This is an optimization exercise on Yosys and OpenROAD, whose aim is small area, a short achievable clock period and few clock cycles per item, not a production implementation. Function was not checked in any run shown here: the RTL went through the layout flow alone.

## flow/design.v (module list and top-level ports; edited modules follow where they fit)
// module cvdsp_noise: 2509 lines
module cvdsp_noise (
    input  wire        clk,
    input  wire        rst,           
    input  wire        start,
    input  wire [1:0]  op,
    input  wire        clk_flag,      
    input  wire        hold_flag,     
    input  wire [2:0]  scale_sel,     
    input  wire [31:0] now,           
    input  wire [7:0]  pot_a,         
    input  wire [7:0]  pot_b,         
    input  wire [7:0]  pot3,          
    input  wire [15:0] raw_a,         
    input  wire [15:0] raw_b,         
    input  wire [31:0] arg,           
    input  wire [31:0] cfg_tmin,      
    input  wire [31:0] cfg_tmax,      
    input  wire [15:0] cfg_ext_thresh,  
    input  wire [31:0] cfg_pulse_us,  
    output wire        done,
    output wire  [13:0] quant_mv,      
    output wire         pulse,         
    output wire  [1:0]  fired,         
    output wire  [31:0] seed,          
    output wire  [13:0] cur_a,         
    output wire  [13:0] cur_b,         
    output wire  [31:0] last_a,        
    output wire  [31:0] last_b,        
    output wire  [2:0]  scale,         
    output wire         armed,         
    output wire  [31:0] pulse_until    
);
  // ...
==> flow/flow/run.sh <==
#!/bin/bash
# The standard layout, with plain buffers (sky130_fd_sc_hd__buf_2) on the
# ports instead of buffer_ports's default choice, and timing repair asked for
# 9 ns of setup slack at the design's clock period.
# The make output goes to layout.log here; ORFS's per-step logs stay under orfs/logs.
set -euo pipefail
export BUFFER_PORTS_ARGS="-buffer_cell sky130_fd_sc_hd__buf_2"
export SETUP_SLACK_MARGIN=9
bash standard.sh > layout.log 2>&1
==> flow/standard.sh <==
#!/bin/bash
# synth_recipe.tcl (not shown) runs the flow's synth.tcl, then flattens the netlist and writes it again
# the make line also repeats each setting of config.mk as NAME=value (left out here)
make -C /OpenROAD-flow-scripts/flow DESIGN_CONFIG=/design/flow/config.mk WORK_HOME=/design/flow/orfs CLKGATE_MAP_FILE= SYNTH_SCRIPT=/design/flow/synth_recipe.tcl "${@:-finish}"
==> flow/config.mk <==
export PLATFORM = sky130hd
export DESIGN_NAME = cvdsp_noise
export DESIGN_NICKNAME = cvdsp_noise
export VERILOG_FILES = /design/flow/design.v
export SDC_FILE = /design/flow/constraint.sdc
export NUM_CORES = 4
export LEC_CHECK = 0
export ABC_AREA = 1
export CAP_MARGIN = 20
export CORE_MARGIN = 2
export CORE_UTILIZATION = 40
export PLACE_DENSITY = 0.6
export SLEW_MARGIN = 20
==> flow/constraint.sdc <==
create_clock -name core_clock -period 22.0 [get_ports {clk}]
set_input_delay 4.4000 -clock core_clock [delete_from_list [all_inputs] [get_ports {clk}]]
set_output_delay 4.4000 -clock core_clock [all_outputs]
set_load 0.01 [all_outputs]
==> run notes, run 1 <==
Required @ worst endpoint 22.51 ns; I/O Pins 420; post-synthesis xor/xnor area fraction 0.113; max frequency 77.4 MHz; DRT Pass-1 Iters 6; Post-CTS Setup Inserts 75; Post-Route M1 WL 153000 µm; outcome complete, no violations; drt wl/cell 25.7 µm; R2R setup slack 9.87 ns; DR iter-0 viols 9791; FP Rows 165; Synth area leaders fa_1, ha_1, nand2_1, xor2_1, inv_1; Worst Tran Pin Value 1.11 ns; WL met2 164000 µm; comb_multi_in 9037; proportion of synthesized area in mux cells 0.000618; clock sinks 262; non-filler cells, final 14750; layout cells sized above 1 0.133; Final Wtd Congestion 1.02; top routing layer used met5; Final Slew Violations 0; Crit. Startpoint pot_b[5]; fin util 0.457; clk_skew 0.0350 ns; top_reg_cell synth dfxtp_1; reg2reg start st_sbase[16]; met3 routed WL 35400 µm; placed insts 14449; WP depth 29; met1 usage 0.467; FF+latch count, synth 262; fraction of area in multi-input gates 0.748; Clock buffer cells 39; detail-routed via count per cell 5.99; Synth Net Count 13623; design area 92100 µm²
==> run 2, diff against run 1 <==
--- a/flow/design.v
+++ b/flow/design.v
@@ -2232,119 +2232,137 @@
     wire [31:0] x4 = xorshift(x3);
     wire        n2 = p1_fa && p1_fb;
     wire        n1 = !n2 && (p1_fa || p1_fb || p1_draw);
     wire [31:0] seed_r = n2 ? x2 : n1 ? x1 : st_sbase;
     wire [11:0] r1 = n2 ? x3[11:0] : n1 ? x2[11:0] : x1[11:0];
     wire [11:0] r2 = n2 ? x4[11:0] : n1 ? x3[11:0] : x2[11:0];
     wire [31:0] last_ra = p1_fa ? p1_now : st_last_a;
     wire [31:0] last_rb = p1_fb ? p1_now : st_last_b;
-    wire [26:0] cb_a = {cube_booth_hi(pot_a), cube_booth_lo(pot_a)};
-    wire [26:0] cb_b = {cube_booth_hi(pot_b), cube_booth_lo(pot_b)};
+    wire [15:0] c_a = cube_lut(pot_a);
+    wire [15:0] c_b = cube_lut(pot_b);
     wire [32:0] m_span = {1'b0, cfg_tmin} - {1'b0, cfg_tmax};
     wire [31:0] el_a = now - last_ra;
     wire [31:0] el_b = now - last_rb;
     wire [12:0] w  = win_lut(pot3);
     wire [14:0] w2 = {1'b0, w, 1'b0};
-    wire [12:0] w_lo = 13'd5000 - w;
+    wire [12:0] w_lo = wlo_lut(pot3);
     wire [34:0] fa_mx = {{2{m_span[32]}}, m_span};
-    wire fa_one0 = cb_a[0];
-    wire fa_two0 = cb_a[1];
-    wire fa_neg0 = cb_a[2];
+    wire [2:0] fa_t0 = {c_a[1], c_a[0], 1'b0};
+    wire fa_one0 = fa_t0[1] ^ fa_t0[0];
+    wire fa_two0 = (fa_t0 == 3'b100) || (fa_t0 == 3'b011);
+    wire fa_neg0 = fa_t0[2];
     wire [34:0] fa_pp0 = (({35{fa_one0}} & fa_mx) | ({35{fa_two0}} & {fa_mx[33:0], 1'b0})) ^ {35{fa_neg0}};
     wire [49:0] fa_row0 = {{15{1'b0}}, ~fa_pp0[34], fa_pp0[33:0]} << 0;
-    wire fa_one1 = cb_a[3];
-    wire fa_two1 = cb_a[4];
-    wire fa_neg1 = cb_a[5];
+    wire [2:0] fa_t1 = {c_a[3], c_a[2], c_a[1]};
+    wire fa_one1 = fa_t1[1] ^ fa_t1[0];
+    wire fa_two1 = (fa_t1 == 3'b100) || (fa_t1 == 3'b011);
+    wire fa_neg1 = fa_t1[2];
     wire [34:0] fa_pp1 = (({35{fa_one1}} & fa_mx) | ({35{fa_two1}} & {fa_mx[33:0], 1'b0})) ^ {35{fa_neg1}};
     wire [49:0] fa_row1 = {{15{1'b0}}, ~fa_pp1[34], fa_pp1[33:0]} << 2;
-    wire fa_one2 = cb_a[6];
-    wire fa_two2 = cb_a[7];
-    wire fa_neg2 = cb_a[8];
+    wire [2:0] fa_t2 = {c_a[5], c_a[4], c_a[3]};
+    wire fa_one2 = fa_t2[1] ^ fa_t2[0];
+    wire fa_two2 = (fa_t2 == 3'b100) || (fa_t2 == 3'b011);
+    wire fa_neg2 = fa_t2[2];
     wire [34:0] fa_pp2 = (({35{fa_one2}} & fa_mx) | ({35{fa_two2}} & {fa_mx[33:0], 1'b0})) ^ {35{fa_neg2}};
     wire [49:0] fa_row2 = {{15{1'b0}}, ~fa_pp2[34], fa_pp2[33:0]} << 4;
-    wire fa_one3 = cb_a[9];
-    wire fa_two3 = cb_a[10];
-    wire fa_neg3 = cb_a[11];
+    wire [2:0] fa_t3 = {c_a[7], c_a[6], c_a[5]};
+    wire fa_one3 = fa_t3[1] ^ fa_t3[0];
+    wire fa_two3 = (fa_t3 == 3'b100) || (fa_t3 == 3'b011);
+    wire fa_neg3 = fa_t3[2];
     wire [34:0] fa_pp3 = (({35{fa_one3}} & fa_mx) | ({35{fa_two3}} & {fa_mx[33:0], 1'b0})) ^ {35{fa_neg3}};
     wire [49:0] fa_row3 = {{15{1'b0}}, ~fa_pp3[34], fa_pp3[33:0]} << 6;
-    wire fa_one4 = cb_a[12];
-    wire fa_two4 = cb_a[13];
-    wire fa_neg4 = cb_a[14];
+    wire [2:0] fa_t4 = {c_a[9], c_a[8], c_a[7]};
+    wire fa_one4 = fa_t4[1] ^ fa_t4[0];
+    wire fa_two4 = (fa_t4 == 3'b100) || (fa_t4 == 3'b011);
+    wire fa_neg4 = fa_t4[2];
     wire [34:0] fa_pp4 = (({35{fa_one4}} & fa_mx) | ({35{fa_two4}} & {fa_mx[33:0], 1'b0})) ^ {35{fa_neg4}};
     wire [49:0] fa_row4 = {{15{1'b0}}, ~fa_pp4[34], fa_pp4[33:0]} << 8;
-    wire fa_one5 = cb_a[15];
-    wire fa_two5 = cb_a[16];
-    wire fa_neg5 = cb_a[17];
+    wire [2:0] fa_t5 = {c_a[11], c_a[10], c_a[9]};
+    wire fa_one5 = fa_t5[1] ^ fa_t5[0];
+    wire fa_two5 = (fa_t5 == 3'b100) || (fa_t5 == 3'b011);
+    wire fa_neg5 = fa_t5[2];
     wire [34:0] fa_pp5 = (({35{fa_one5}} & fa_mx) | ({35{fa_two5}} & {fa_mx[33:0], 1'b0})) ^ {35{fa_neg5}};
     wire [49:0] fa_row5 = {{15{1'b0}}, ~fa_pp5[34], fa_pp5[33:0]} << 10;
-    wire fa_one6 = cb_a[18];
-    wire fa_two6 = cb_a[19];
-    wire fa_neg6 = cb_a[20];
+    wire [2:0] fa_t6 = {c_a[13], c_a[12], c_a[11]};
+    wire fa_one6 = fa_t6[1] ^ fa_t6[0];
+    wire fa_two6 = (fa_t6 == 3'b100) || (fa_t6 == 3'b011);
+    wire fa_neg6 = fa_t6[2];
     wire [34:0] fa_pp6 = (({35{fa_one6}} & fa_mx) | ({35{fa_two6}} & {fa_mx[33:0], 1'b0})) ^ {35{fa_neg6}};
     wire [49:0] fa_row6 = {{15{1'b0}}, ~fa_pp6[34], fa_pp6[33:0]} << 12;
-    wire fa_one7 = cb_a[21];
-    wire fa_two7 = cb_a[22];
-    wire fa_neg7 = cb_a[23];
+    wire [2:0] fa_t7 = {c_a[15], c_a[14], c_a[13]};
+    wire fa_one7 = fa_t7[1] ^ fa_t7[0];
+    wire fa_two7 = (fa_t7 == 3'b100) || (fa_t7 == 3'b011);
+    wire fa_neg7 = fa_t7[2];
     wire [34:0] fa_pp7 = (({35{fa_one7}} & fa_mx) | ({35{fa_two7}} & {fa_mx[33:0], 1'b0})) ^ {35{fa_neg7}};
     wire [49:0] fa_row7 = {{15{1'b0}}, ~fa_pp7[34], fa_pp7[33:0]} << 14;
-    wire fa_one8 = cb_a[24];
-    wire fa_two8 = cb_a[25];
-    wire fa_neg8 = cb_a[26];
+    wire [2:0] fa_t8 = {1'b0, 1'b0, c_a[15]};
+    wire fa_one8 = fa_t8[1] ^ fa_t8[0];
+    wire fa_two8 = (fa_t8 == 3'b100) || (fa_t8 == 3'b011);
+    wire fa_neg8 = fa_t8[2];
     wire [34:0] fa_pp8 = (({35{fa_one8}} & fa_mx) | ({35{fa_two8}} & {fa_mx[33:0], 1'b0})) ^ {35{fa_neg8}};
     wire [49:0] fa_row8 = {{15{1'b0}}, ~fa_pp8[34], fa_pp8[33:0]} << 16;
     wire [14:0] fa_nb = {fa_neg7, 1'b0, fa_neg6, 1'b0, fa_neg5, 1'b0, fa_neg4, 1'b0, fa_neg3, 1'b0, fa_neg2, 1'b0, fa_neg1, 1'b0, fa_neg0};
     wire [49:0] fa_ra = {3'd0, el_a, {15{m_span[32]}}};
     wire [49:0] fa_rb = {3'd0, ~cfg_tmin, fa_nb};
     wire [49:0] fa_d = fa_row0 + fa_row1 + fa_row2 + fa_row3 + fa_row4 + fa_row5 + fa_row6 + fa_row7 + fa_row8 + fa_ra + fa_rb + 50'd609868176195584;
     wire tfire_a = !fa_d[49];
     wire [34:0] fb_mx = {{2{m_span[32]}}, m_span};
-    wire fb_one0 = cb_b[0];
-    wire fb_two0 = cb_b[1];
-    wire fb_neg0 = cb_b[2];
+    wire [2:0] fb_t0 = {c_b[1], c_b[0], 1'b0};
+    wire fb_one0 = fb_t0[1] ^ fb_t0[0];
+    wire fb_two0 = (fb_t0 == 3'b100) || (fb_t0 == 3'b011);
+    wire fb_neg0 = fb_t0[2];
     wire [34:0] fb_pp0 = (({35{fb_one0}} & fb_mx) | ({35{fb_two0}} & {fb_mx[33:0], 1'b0})) ^ {35{fb_neg0}};
     wire [49:0] fb_row0 = {{15{1'b0}}, ~fb_pp0[34], fb_pp0[33:0]} << 0;
-    wire fb_one1 = cb_b[3];
-    wire fb_two1 = cb_b[4];
-    wire fb_neg1 = cb_b[5];
+    wire [2:0] fb_t1 = {c_b[3], c_b[2], c_b[1]};
+    wire fb_one1 = fb_t1[1] ^ fb_t1[0];
+    wire fb_two1 = (fb_t1 == 3'b100) || (fb_t1 == 3'b011);
+    wire fb_neg1 = fb_t1[2];
     wire [34:0] fb_pp1 = (({35{fb_one1}} & fb_mx) | ({35{fb_two1}} & {fb_mx[33:0], 1'b0})) ^ {35{fb_neg1}};
     wire [49:0] fb_row1 = {{15{1'b0}}, ~fb_pp1[34], fb_pp1[33:0]} << 2;
-    wire fb_one2 = cb_b[6];
-    wire fb_two2 = cb_b[7];
-    wire fb_neg2 = cb_b[8];
+    wire [2:0] fb_t2 = {c_b[5], c_b[4], c_b[3]};
+    wire fb_one2 = fb_t2[1] ^ fb_t2[0];
+    wire fb_two2 = (fb_t2 == 3'b100) || (fb_t2 == 3'b011);
+    wire fb_neg2 = fb_t2[2];
     wire [34:0] fb_pp2 = (({35{fb_one2}} & fb_mx) | ({35{fb_two2}} & {fb_mx[33:0], 1'b0})) ^ {35{fb_neg2}};
     wire [49:0] fb_row2 = {{15{1'b0}}, ~fb_pp2[34], fb_pp2[33:0]} << 4;
-    wire fb_one3 = cb_b[9];
-    wire fb_two3 = cb_b[10];
-    wire fb_neg3 = cb_b[11];
+    wire [2:0] fb_t3 = {c_b[7], c_b[6], c_b[5]};
+    wire fb_one3 = fb_t3[1] ^ fb_t3[0];
+    wire fb_two3 = (fb_t3 == 3'b100) || (fb_t3 == 3'b011);
+    wire fb_neg3 = fb_t3[2];
     wire [34:0] fb_pp3 = (({35{fb_one3}} & fb_mx) | ({35{fb_two3}} & {fb_mx[33:0], 1'b0})) ^ {35{fb_neg3}};
     wire [49:0] fb_row3 = {{15{1'b0}}, ~fb_pp3[34], fb_pp3[33:0]} << 6;
-    wire fb_one4 = cb_b[12];
-    wire fb_two4 = cb_b[13];
-    wire fb_neg4 = cb_b[14];
+    wire [2:0] fb_t4 = {c_b[9], c_b[8], c_b[7]};
+    wire fb_one4 = fb_t4[1] ^ fb_t4[0];
+    wire fb_two4 = (fb_t4 == 3'b100) || (fb_t4 == 3'b011);
+    wire fb_neg4 = fb_t4[2];
     wire [34:0] fb_pp4 = (({35{fb_one4}} & fb_mx) | ({35{fb_two4}} & {fb_mx[33:0], 1'b0})) ^ {35{fb_neg4}};
     wire [49:0] fb_row4 = {{15{1'b0}}, ~fb_pp4[34], fb_pp4[33:0]} << 8;
-    wire fb_one5 = cb_b[15];
-    wire fb_two5 = cb_b[16];
-    wire fb_neg5 = cb_b[17];
+    wire [2:0] fb_t5 = {c_b[11], c_b[10], c_b[9]};
+    wire fb_one5 = fb_t5[1] ^ fb_t5[0];
+    wire fb_two5 = (fb_t5 == 3'b100) || (fb_t5 == 3'b011);
+    wire fb_neg5 = fb_t5[2];
     wire [34:0] fb_pp5 = (({35{fb_one5}} & fb_mx) | ({35{fb_two5}} & {fb_mx[33:0], 1'b0})) ^ {35{fb_neg5}};
     wire [49:0] fb_row5 = {{15{1'b0}}, ~fb_pp5[34], fb_pp5[33:0]} << 10;
-    wire fb_one6 = cb_b[18];
-    wire fb_two6 = cb_b[19];
-    wire fb_neg6 = cb_b[20];
+    wire [2:0] fb_t6 = {c_b[13], c_b[12], c_b[11]};
+    wire fb_one6 = fb_t6[1] ^ fb_t6[0];
+    wire fb_two6 = (fb_t6 == 3'b100) || (fb_t6 == 3'b011);
+    wire fb_neg6 = fb_t6[2];
     wire [34:0] fb_pp6 = (({35{fb_one6}} & fb_mx) | ({35{fb_two6}} & {fb_mx[33:0], 1'b0})) ^ {35{fb_neg6}};
     wire [49:0] fb_row6 = {{15{1'b0}}, ~fb_pp6[34], fb_pp6[33:0]} << 12;
-    wire fb_one7 = cb_b[21];
-    wire fb_two7 = cb_b[22];
-    wire fb_neg7 = cb_b[23];
+    wire [2:0] fb_t7 = {c_b[15], c_b[14], c_b[13]};
+    wire fb_one7 = fb_t7[1] ^ fb_t7[0];
+    wire fb_two7 = (fb_t7 == 3'b100) || (fb_t7 == 3'b011);
+    wire fb_neg7 = fb_t7[2];
     wire [34:0] fb_pp7 = (({35{fb_one7}} & fb_mx) | ({35{fb_two7}} & {fb_mx[33:0], 1'b0})) ^ {35{fb_neg7}};
     wire [49:0] fb_row7 = {{15{1'b0}}, ~fb_pp7[34], fb_pp7[33:0]} << 14;
-    wire fb_one8 = cb_b[24];
-    wire fb_two8 = cb_b[25];
-    wire fb_neg8 = cb_b[26];
+    wire [2:0] fb_t8 = {1'b0, 1'b0, c_b[15]};
+    wire fb_one8 = fb_t8[1] ^ fb_t8[0];
+    wire fb_two8 = (fb_t8 == 3'b100) || (fb_t8 == 3'b011);
+    wire fb_neg8 = fb_t8[2];
     wire [34:0] fb_pp8 = (({35{fb_one8}} & fb_mx) | ({35{fb_two8}} & {fb_mx[33:0], 1'b0})) ^ {35{fb_neg8}};
     wire [49:0] fb_row8 = {{15{1'b0}}, ~fb_pp8[34], fb_pp8[33:0]} << 16;
     wire [14:0] fb_nb = {fb_neg7, 1'b0, fb_neg6, 1'b0, fb_neg5, 1'b0, fb_neg4, 1'b0, fb_neg3, 1'b0, fb_neg2, 1'b0, fb_neg1, 1'b0, fb_neg0};
     wire [49:0] fb_ra = {3'd0, el_b, {15{m_span[32]}}};
     wire [49:0] fb_rb = {3'd0, ~cfg_tmin, fb_nb};
     wire [49:0] fb_d = fb_row0 + fb_row1 + fb_row2 + fb_row3 + fb_row4 + fb_row5 + fb_row6 + fb_row7 + fb_row8 + fb_ra + fb_rb + 50'd609868176195584;
     wire tfire_b = !fb_d[49];
     wire [15:0] w1_mx = {{1{w2[14]}}, w2};
==> flow/flow/run.sh (replaced) <==
#!/bin/bash
# The standard layout, with plain buffers (sky130_fd_sc_hd__buf_2) on the
# ports instead of buffer_ports's default choice, and timing repair asked for
# 8 ns of setup slack at the design's clock period.
# The make output goes to layout.log here; ORFS's per-step logs stay under orfs/logs.
set -euo pipefail
export BUFFER_PORTS_ARGS="-buffer_cell sky130_fd_sc_hd__buf_2"
export SETUP_SLACK_MARGIN=8
bash standard.sh > layout.log 2>&1
==> run 2 against run 1 <==
Still clean on timing, DRC and antenna. Die area is 0.36% higher. Utilization is 1.7 points lower. Worst setup slack worse by 1.0 ns. Flip-flop and latch count stayed put. Worst hold slack better by 0.0058 ns. Global-route usage is 2.5 points lower. Final cell count is 1.3% lower. Synthesized cell count is 0.18% lower. Critical path type unchanged. Largest cell class unchanged. Highest routed layer is now met4.
==> run notes, run 2 <==
outcome complete, no violations; Die H 455 µm; detailed placement HPWL 270000 µm; final-report hold violation count 0; clock sinks 262 (unchanged); delay-heaviest family, CP adder cells; die width 455 µm; Setup WS pre-CTS 5.96 ns; hold-fix buffer count after cts 0; nature of the critical path endpoint flip-flop; Critical Path Start Type input pin; Clock Latency Late Sink 0.60 ns; Num CTS Buffers 34; DIE AREA 207000 µm²; Post-synth ARST share 0; largest buffer count on any clock path 3; core area 202000 µm²; area grow syn2layout 9.28%; fin util 0.440 (-0.0169); post-synth top area cell fa_1; Worst Tran Pin Value 1.12 ns (+0.00457 ns); clock slew at reported path FFs 0.06 ns; syn_area_per_cell 6.91 µm²; Final Wtd Congestion 1.01 (-1.6%); GR Overflow Total 0; drt wl/cell 23.9 µm (-6.9%); DR iter-0 viols 8092 (-17%); commonest non-fill, non-tap cells in the layout nand2_1, inv_1, nor2_1, ha_1, xor2_1; layout cells sized above 1 0.0954 (-0.0375); crit share post-route 0.635; first-pass GRT wire length 520000 µm; I/O Buffers 419; CTS tree yes; max_cap viols 0; R2R setup slack 9.63 ns (-0.24 ns); footprint of the multi-input gates 67600 µm²; critical path capture point p1_fa; Synth Cell Area 81300 µm²; Crit Path Category in -> reg; Required @ worst endpoint 22.48 ns (-0.03 ns); # DRC 0; worst r2r dst p1_v2[12]; Yosys top cell area share 0.180; placed insts 14435 (-0.097%); part of the Yosys area used for sequential elements 0.0645; initial core utilization 0.402; reg2reg start st_sbase[6]; clk_skew 0.0366 ns (+0.00163 ns); commonest non-fill, non-tap cell in the layout nand2_1; setup tns final 0 ns; DRT Pass-1 Iters 7 (+1); clk root buf clkbuf_16; I/O Pins 420 (unchanged); largest net degree at the start of global routing 96; Synth area leaders fa_1, ha_1, xor2_1, nand2_1, inv_1; initial antenna violation count 6; Finish-stage setup viols 0; Synth Net Count 13629 (+0.044%); detail-routed via count per cell 5.83 (-2.6%); final net count 13733; Slew headroom 0.235; FF+latch count, synth 262 (unchanged); Synth Warn # 1; Crit-path slowest cell inv_2; FP Rows 165 (unchanged); Arrival @ worst endpoint 14.44 ns; Hold Crit Class reg -> reg; top_reg_cell synth dfxtp_1; synth cell count leaders nand2_1, inv_1, nor2_1; register area 5250 µm²; critical-path maximum fanout 33; Tot GR Track Use 0.325; RSZ-0062 raised after global routing true; Post-synth EDFFs 0; PnR worst setup slack 8.04 ns; vias in the first global route 83574; worst r2r path cells 61; Buf/Inv on CP 8; Final min period 13.96 ns; Final Slew Violations 0 (unchanged); via total after detailed routing 84947; Crit. Startpoint pot_a[1]; top-count cell post-synth nand2_1; Mapped Cells 11760; fill count 21197; WP depth 34 (+17%); Netlist cell types 76; max frequency 71.6 MHz (-7.5%); CP peak stage delay 0.65 ns; non-filler cells, final 14563 (-1.3%); final WL 348000 µm; post-route ant nets 0; CTS H-Tree Depth 2; Min Hold Slack 0.476 ns
==> run 2: logic make-up (layout without fill, tap and decap cells) <==
logic type	count (synthesis)	count (layout)	synth area share
simple gates	3639	3639	0.185
compound gates	2684	2684	0.197
buf+inv	2492	2617	0.117
fa+ha+maj	1627	1627	0.318
xor+xnor	1041	1041	0.117
flops	262	262	0.0645
mux	15	15	0.00185
other cells	0	6	0
==> run 2: what timing repair did <==
item / CTS / global route
setup endpoints to repair: 71 / 73
gates cloned: 0 / 3
pin swaps: 3 / 16
resized for setup: 76 / 205
setup buffers: 25 / 37
==> run 2: worst min path at each step <==
stage / from / endpoint / cells after the start
2_1_floorplan: st_cur_b[12] / st_cur_b[12] / 2
3_3_place_gp: st_cur_b[12] / st_cur_b[12] / 2
3_5_place_dp: st_last_b[0] / st_last_b[0] / 2
4_1_cts: st_last_a[0] / st_last_a[0] / 2
5_1_grt: st_last_a[0] / st_last_a[0] / 2
6_report: st_last_a[0] / st_last_a[0] / 2
==> run 2: cell type report <==
| class | count | share of cell area |
|---|---|---|
| sequential | 262 | 0.0591 |
| clock inverter | 14 | 0.00256 |
| timing repair buffer | 677 | 0.0478 |
| antenna | 6 | 0.000169 |
| multi-input combinational | 9006 | 0.761 |
| timing repair inverter | 1 | 0.0000563 |
| clock buffer | 43 | 0.0106 |
| tap | 2672 | 0.0376 |
| inverter | 1882 | 0.0809 |
==> run 2: layer usage <==
layer | global-route usage | vias to the layer above | wire length, µm
li1 | - | 38992 | -
met1 | 0.446 | 41047 | 150000
met2 | 0.508 | 4106 | 154000
met3 | 0.0448 | 802 | 27600
met4 | 0.141 | 0 | 17100
met5 | 0 | - | 0
==> run 2: worst reg2reg max path: cells and delay by family, from the launching register on <==
family / cells / cell delay, ns
AO/OA/AOI/OAI: 6 / 1.04
XOR/XNOR: 7 / 2.10
adder cells (fa/ha/maj): 8 / 3.78
buffers and inverters: 9 / 1.27
flip-flops: 1 / 0.56
AND/OR/NAND/NOR: 31 / 3.53
==> run 2: stage by stage <==
step                instance area (µm²)
floorplan                         81300
global placement                  86200
detailed placement                86200
CTS                               87800
global route                      88800
finish                            88800
==> run 3, diff against run 2 <==
==> flow/flow/run.sh (replaced) <==
#!/bin/bash
# The standard layout, with plain buffers (sky130_fd_sc_hd__buf_2) on the
# ports instead of buffer_ports's default choice, and timing repair asked for
# 9 ns of setup slack at the design's clock period.
# The make output goes to layout.log here; ORFS's per-step logs stay under orfs/logs.
set -euo pipefail
export BUFFER_PORTS_ARGS="-buffer_cell sky130_fd_sc_hd__buf_2"
export SETUP_SLACK_MARGIN=9
bash standard.sh > layout.log 2>&1
==> run 3 against run 2 <==
Highest routed layer is now met5. Utilization increased by 2.0 points. Synthesized area unchanged. Final cell count increased by 1.4%. Worst hold slack improved by 0.0045 ns. Maximum frequency increased by 7.0%. Via count increased by 2.5%. Flip-flop and latch count unchanged.
==> run notes, run 3 <==
outcome complete, no violations; first-pass GRT wire length 526000 µm (+1.2%); Setup WS pre-CTS 6.60 ns (+0.641 ns); Hold Crit Class reg -> reg; detailed placement HPWL 270000 µm (-0.14%); top-count cell post-synth nand2_1; fin util 0.460 (+0.0203); clk_skew 0.0228 ns (-0.0137 ns); Post-synth EDFFs 0 (unchanged); clk root buf clkbuf_16; largest buffer count on any clock path 3 (unchanged); Synth Warn # 1 (unchanged); RSZ-0062 raised after global routing true; initial antenna violation count 10 (+4); via total after detailed routing 87088 (+2.5%); post-route ant nets 0 (unchanged); Synth area leaders fa_1, ha_1, xor2_1, nand2_1, inv_1; initial core utilization 0.402 (unchanged); Netlist cell types 76 (unchanged); layout cells sized above 1 0.141 (+0.0451); core area 202000 µm² (unchanged); Min Hold Slack 0.480 ns (+0.00453 ns); Required @ worst endpoint 22.53 ns (+0.05 ns); Num CTS Buffers 31 (-8.8%); Post-synth ARST share 0 (unchanged); vias in the first global route 84364 (+0.95%); synth cell count leaders nand2_1, inv_1, nor2_1; Yosys top cell area share 0.180 (unchanged); Die H 455 µm (unchanged); Arrival @ worst endpoint 13.58 ns (-0.86 ns); Final Wtd Congestion 1.02 (+1.0%); CTS tree yes; placed insts 14430 (-0.035%); Final Slew Violations 0 (unchanged); nature of the critical path endpoint flip-flop; final-report hold violation count 0 (unchanged); Post-DP Area 86300 µm² (+0.12%); Critical Path Start Type input pin; hold-fix buffer count after cts 0 (unchanged); FP Rows 165 (unchanged); clock slew at reported path FFs 0.07 ns (about the same); DRT Pass-1 Iters 6 (-1); Clock Latency Late Sink 0.63 ns (+0.03 ns); Crit Path Category in -> reg; final WL 357000 µm (+2.5%); CTS H-Tree Depth 1 (-1); Synth Cell Area 81300 µm² (unchanged); Slew headroom 0.207 (-0.0276); largest net degree at the start of global routing 88 (-8.3%); commonest non-fill, non-tap cells in the layout nand2_1, inv_1, xor2_1; max_cap viols 0 (unchanged); part of the Yosys area used for sequential elements 0.0645 (unchanged); die width 455 µm (unchanged); PnR worst setup slack 8.95 ns (+0.914 ns); commonest non-fill, non-tap cell in the layout nand2_1; post-synth top area cell fa_1; max frequency 76.6 MHz (+7.0%); area grow syn2layout 14.3%; drt wl/cell 24.2 µm (+1.1%); clock sinks 262 (unchanged); DR iter-0 viols 8626 (+6.6%); DIE AREA 207000 µm² (unchanged); Finish-stage setup viols 0 (unchanged); syn_area_per_cell 6.91 µm² (unchanged); fill count 20688 (-2.4%); I/O Buffers 419 (unchanged); detail-routed via count per cell 5.90 (+1.1%); critical-path maximum fanout 6 (-82%); design area 92900 µm² (+4.6%); setup tns final 0 ns (unchanged); Worst Tran Pin Value 1.18 ns (+0.0643 ns); Tot GR Track Use 0.328 (+0.00352); top_reg_cell synth dfxtp_1; GR Overflow Total 0 (unchanged); non-filler cells, final 14763 (+1.4%); CP peak stage delay 0.56 ns (-0.09 ns); Synth Net Count 13629 (unchanged); crit share post-route 0.593 (-0.0415); Final min period 13.05 ns (-0.914 ns); I/O Pins 420 (unchanged); Crit-path slowest cell fa_1; Mapped Cells 11760 (unchanged); final net count 13926 (+1.4%); # DRC 0 (unchanged); FF+latch count, synth 262 (unchanged)
run 3: timing repair:
action / CTS / global route
setup buffers: 106 / 144
pin swaps: 62 / 190
resized for setup: 394 / 508
endpoints found under the setup margin: 90 / 73
cloned: 6 / 10
run 3: worst paths after layout:
kind                startpoint      endpoint  slack (ns)  depth (start not counted)
setup / recovery       pot3[0]      p1_v1[4]        8.95                         51
hold / removal    st_last_b[0]  st_last_b[0]        0.48                          2
setup reg to reg   st_sbase[6]     p1_v2[12]        9.58                         61
hold reg to reg   st_last_b[0]  st_last_b[0]        0.48                          2
run 3: logic make-up (layout without fill, tap and decap cells):
kind of cell    Yosys count  in the layout  synth area share
buf+inv                2492           2813             0.117
simple gates           3639           3640             0.185
fa+ha+maj              1627           1627             0.318
compound gates         2684           2684             0.197
other cells               0              9                 0
flops                   262            262            0.0645
xor+xnor               1041           1041             0.117
mux                      15             15           0.00185
run 3: final cells by class:
class / count / area [µm²] / share of cell area
antenna: 9 / 22.5 / 0.000242
clock buffer: 37 / 838 / 0.00902
clock inverter: 21 / 249 / 0.00268
inverter: 1882 / 7280 / 0.0783
multi-input combinational: 9007 / 69600 / 0.748
sequential: 262 / 5260 / 0.0566
tap: 2672 / 3340 / 0.0360
timing repair buffer: 871 / 6390 / 0.0688
timing repair inverter: 2 / 12.5 / 0.000135
run 3: metal layers:
layer	wire length, µm	up-vias	track usage
li1	-	39428	-
met1	150000	42196	0.446
met2	157000	4544	0.514
met3	29700	914	0.0501
met4	18900	6	0.146
met5	85	-	0
run 3: critical path: cells and delay by family:
kind	cells	cell delay, ns
buffers and inverters	10	0.90
adder cells (fa/ha/maj)	8	3.45
AO/OA/AOI/OAI	18	2.99
XOR/XNOR	1	0.19
AND/OR/NAND/NOR	14	1.62

## separate check: timing with driven ports
Ports are ideal in the flow. The routed layouts listed here were re-timed in OpenROAD.
Step 1: set_driving_cell puts a clkbuf_16 on clk and a buf_2 on each other input, an assumption about the parent block.
Step 2 moves the port delays by t, midway between the first and last clock arrival at a register: inputs arrive t later, outputs are due t later. That takes back most of the time a late clock gives input paths.
Slacks: no drivers / after step 1 / after step 2; pairs: no drivers / after step 1.
| run | t, ns | setup WS [ns] | slew at the worst register clock pin (ns) | worst data-port slew with drivers (ns) | cell pins on the clock port's net |
|---|---|---|---|---|---|
| run 1 | 0.665 | 9.084 / 9.118 / 8.453 | 0.09 / 0.09 | 0.08 | 1 |
| run 2 | 0.657 | 8.040 / 8.094 / 7.437 | 0.07 / 0.07 | 0.14 | 1 |
| run 3 | 0.700 | 8.954 / 8.886 / 8.186 | 0.07 / 0.07 | 0.19 | 1 |
After both steps every run listed still meets setup and hold. For run 3, which loses most, drivers alone change the setup slack by -0.068 ns; drivers and shift together by -0.768 ns.
